This is an optimization exercise on Yosys and OpenROAD, whose aim is small area, not a production implementation.
At most, simulation tests tie the RTL to the original design; equivalence was not proved.
Power is estimated from default activity; no workload was simulated.

==> flow/design.v (excerpt) <==
module solar16_core (
    input  wire        clk,
    input  wire        rst,           
    input  wire [16:0] prog_len,      
    output wire        imem_req,
    output wire [15:0] imem_addr,
    input  wire        imem_ack,
    input  wire [31:0] imem_rdata,
    output wire        dmem_req,
    output wire        dmem_we,
    output wire [15:0] dmem_addr,
    output wire [7:0]  dmem_wdata,
    input  wire        dmem_ack,
    input  wire [7:0]  dmem_rdata,
    output wire        in_req,
    input  wire        in_ack,
    input  wire        in_eof,
    input  wire [20:0] in_char,
    output wire        out_valid,
    output wire [7:0]  out_data,
    output wire [1:0]  run_state,     
    output wire [2:0]  fault_cause,
    output wire [16:0] fault_pc,
    output wire [7:0]  fault_opcode,
    output wire [7:0]  fault_operand,
    output wire [16:0] pc_out,
    output wire        z_out,
    input  wire [3:0]  dbg_sel,
    output wire [15:0] dbg_reg
);
Size in the first run: ~1400 cells after synthesis, about 320 flip-flops, about 210 I/O pins, roughly 0.015 mm^2 of cells after synthesis.
clock: 10.0 ns
lec_check: 0
cap_margin: 20
core_margin: 2
core_utilization: 55
cts_cluster_diameter: 110
cts_cluster_size: 24
place_density: 0.7
slew_margin: 20
standard.sh (not shown) runs the stock make flow with config.mk's settings and CLKGATE_MAP_FILE= SYNTH_SCRIPT=/design/flow/synth_recipe.tcl, a recipe that flattens the netlist after the stock synthesis.
==> flow/flow/run.sh <==
#!/bin/bash
# Standard layout, with the port buffers made of the smallest buffer cell and
# the resizer kept to small signal buffers.
set -euo pipefail
T=$PWD/flow/small_bufs.tcl
bash standard.sh 'BUFFER_PORTS_ARGS=-buffer_cell sky130_fd_sc_hd__buf_1' \
  "PRE_FLOORPLAN_TCL=$T" "PRE_GLOBAL_PLACE_TCL=$T" "PRE_RESIZE_TCL=$T" \
  "PRE_REPAIR_TIMING_POST_PLACE_TCL=$T" "PRE_GLOBAL_ROUTE_TCL=$T" finish > flow_make.log 2>&1
==> flow/flow/small_bufs.tcl <==
# Keep the resizer's buffers small: signal buffers up to drive strength 2.
set_dont_use {sky130_fd_sc_hd__buf_4 sky130_fd_sc_hd__buf_6 sky130_fd_sc_hd__buf_8 sky130_fd_sc_hd__buf_12 sky130_fd_sc_hd__buf_16 sky130_fd_sc_hd__bufbuf_8 sky130_fd_sc_hd__bufbuf_16}
Then changed:
--- a/flow/design.v
+++ b/flow/design.v
@@ -47,17 +47,17 @@
                S_SHX   = 5'd16,   
                S_F1    = 5'd17,   
                S_F2    = 5'd18,
                S_F3    = 5'd19,
                S_F4    = 5'd20;
     localparam O_ADD = 4'd0, O_SUB = 4'd1, O_MUL = 4'd2, O_MOV = 4'd3,
                O_LD  = 4'd4, O_ST  = 4'd5, O_CLR = 4'd6, O_CMP = 4'd7,
                O_AND = 4'd8, O_NOT = 4'd9, O_OR  = 4'd10, O_XOR = 4'd11,
-               O_SHL = 4'd12, O_SHR = 4'd13, O_IN = 4'd14;
+               O_SHL = 4'd12, O_SHR = 4'd13;
     reg [4:0]   state;
     reg [3:0]   opc;
     reg [3:0]   kr;          
     reg [3:0]   cnt;
     reg [16:0]  pc;
     reg         zf;
     reg [31:0]  ir;
     reg [255:0] ring;
@@ -83,17 +83,17 @@
     wire ok   = legal && !bad1 && !bad2;
     reg [3:0] dec_opc;
     always @(*) begin
         case (op)
             8'h00, 8'h03: dec_opc = O_ADD;
             8'h01, 8'h04: dec_opc = O_SUB;
             8'h02, 8'h05: dec_opc = O_MUL;
             8'h10:        dec_opc = O_MOV;
-            8'h11:        dec_opc = (B == 16'hFF10) ? O_IN : O_LD;
+            8'h11:        dec_opc = O_LD;
             8'h12:        dec_opc = O_ST;
             8'h13:        dec_opc = O_CLR;
             8'h30:        dec_opc = O_CMP;
             8'h40:        dec_opc = O_AND;
             8'h41:        dec_opc = O_NOT;
             8'h42:        dec_opc = O_OR;
             8'h43:        dec_opc = O_XOR;
             8'h44:        dec_opc = O_SHL;
@@ -144,39 +144,35 @@
             S_CLEAR:        lut = 4'b0000;
             S_RS, S_CAPA:   lut = 4'b1100;           
             S_RD: case (opc)
                 O_AND:      lut = 4'b1000;
                 O_OR:       lut = 4'b1110;
                 O_XOR, O_CMP: lut = 4'b0110;
                 O_NOT:      lut = 4'b0011;
                 O_CLR:      lut = 4'b0000;
-                O_IN:       lut = A[0] ? 4'b0000 : 4'b1010;    
                 default:    lut = 4'b1010;           
             endcase
             default:        lut = 4'b1010;           
         endcase
     end
     wire [15:0] lres = (w0 & B & {16{lut[3]}}) | (w0 & ~B & {16{lut[2]}}) |
                        (~w0 & B & {16{lut[1]}}) | (~w0 & ~B & {16{lut[0]}});
-    wire        in_zero = in_eof || (in_char == 21'd10);
-    wire [15:0] ext = (state == S_INW) ? in_char[15:0] : {dmem_rdata, A[15:8]};
+    wire [15:0] in_value = (in_eof || in_char == 21'd10) ? 16'd0 : in_char[15:0];
+    wire [15:0] ext = (state == S_INW) ? in_value : {dmem_rdata, A[15:8]};
     wire use_sum = (st_rd && (opc == O_ADD || opc == O_SUB)) || st_mul ||
                    (st_sh && !(hit_rd && !is_shr)) || (state == S_MQ1) ||
                    (st_exec && !jump);
     wire use_ext = (state == S_MW1) || (state == S_MW2) || (state == S_INW);
     wire [15:0] bus = use_sum ? msum : use_ext ? ext : lres;
     wire bus_zero = (bus == 16'd0);
     wire we = (state == S_CLEAR) ||
               (hit_rd && ((st_rd && opc != O_CMP) || st_mul || st_sh));
     always @(posedge clk)
         ring <= {we ? bus : w0, ring[255:16]};
-    always @(posedge clk)
-        if (state == S_CLEAR || (st_exec && ok && op != 8'h23))
-            pc <= {use_sum & asum[16], bus};
     always @(posedge clk)
         kr <= st_exec ? cnt - A[11:8] : kr + 4'd1;
     wire pc_ok = (pc[1:0] == 2'b00) && (pc[16:2] < prog_len[16:2]);
     assign imem_req  = (state == S_FETCH) && pc_ok;
     assign imem_addr = pc[15:0];
     assign dmem_req  = (state == S_MQ1) || (state == S_MQ2);
     assign dmem_we   = (opc == O_ST);
     assign dmem_addr = B;
@@ -201,36 +197,37 @@
         for (di = 0; di < 16; di = di + 1)
             dbg_or = dbg_or | (ring[16 * di +: 16] & {16{dpos == di}});
     end
     assign dbg_reg = dbg_or;
     always @(posedge clk) begin
         if (rst) begin
             state <= S_CLEAR;
             cnt   <= 4'd0;
+            pc    <= 17'd0;
+            zf    <= 1'b0;
         end else begin
             cnt <= cnt + 4'd1;
-            if (hit_rd && ((st_rd && opc != O_MOV && opc != O_LD && opc != O_IN) || st_mul || st_sh))
+            if (hit_rd && ((st_rd && opc != O_MOV && opc != O_LD) || st_mul || st_sh))
                 zf <= bus_zero;
             case (state)
-                S_CLEAR: begin
-                    zf <= 1'b0;
-                    if (cnt == 4'd15) state <= S_FETCH;
-                end
+                S_CLEAR: if (cnt == 4'd15) state <= S_FETCH;
                 S_FETCH: begin
                     if (pc[1:0] != 2'b00)  state <= S_F2;
                     else if (!pc_ok)       state <= S_F3;
                     else                   state <= S_FWAIT;
                 end
                 S_FWAIT: if (imem_ack) begin
                     ir    <= imem_rdata;
                     state <= S_EXEC;
                 end
                 S_EXEC: begin
                     opc <= dec_opc;
+                    if (ok && op != 8'h23)
+                        pc <= {use_sum & asum[16], bus};
                     if (!legal)                state <= S_F1;
                     else if (bad1 || bad2)     state <= S_F4;
                     else case (op)
                         8'h00, 8'h01, 8'h13, 8'h41: state <= S_RD;
                         8'h02, 8'h12:               state <= S_CAPA;
                         8'h44, 8'h45:               state <= S_SHX;
                         8'h11: state <= (B == 16'hFF10) ? S_INQ : S_MQ1;
                         8'h20, 8'h21, 8'h22, 8'hFF: state <= S_FETCH;
@@ -272,16 +269,15 @@
                 S_MQ2: state <= S_MW2;
                 S_MW2: if (dmem_ack) begin
                     ir[31:16] <= bus;
                     state     <= (opc == O_LD) ? S_RD : S_FETCH;
                 end
                 S_INQ: state <= S_INW;
                 S_INW: if (in_ack) begin
                     ir[31:16] <= bus;
-                    ir[0]     <= in_zero;
                     state     <= S_RD;
                 end
                 default: ;   
             endcase
         end
     end
 endmodule
First-iteration DRC count goes down by a little under a tenth; routed wire length fell by a few percent; register-to-register slack improved by 40 ps; sequential power goes down by roughly a tenth; non-clock buffer count decreases by 15; die area barely changes; synthesized area hardly moves; maximum frequency climbs slightly; core utilization decreases by 0.41 points; power decreases by about a fifth; clock-buffer cell count does not change.
Function not checked in the first run of this note: the RTL went through the layout flow alone.

-- static timing again, ports no longer ideal --
In the flow no input, the clock included, has a driving cell. The finished layouts below were timed again as built, in two steps.
Step 1 assumes that a clkbuf_16 drives the clock port and a buf_2 every other input.
Step 2 adds t to the input delays and takes it off the output delays; t is the mean of the earliest and latest rising clock arrival at the registers after step 1. Input paths then give back, and output paths get back, about the clock's delay inside the block.
a / b / c = no drivers / after step 1 / after step 2; a / b = the first two.
run | t, ns | setup WS [ns] | hold WS [ns]
the first run | 0.557 | 0.367 / 0.367 / 0.367 | 0.345 / 0.345 / 0.345
the second run | 0.548 | 0.410 / 0.410 / 0.410 | 0.344 / 0.344 / 0.344
After both steps setup and hold are still met in every run listed.
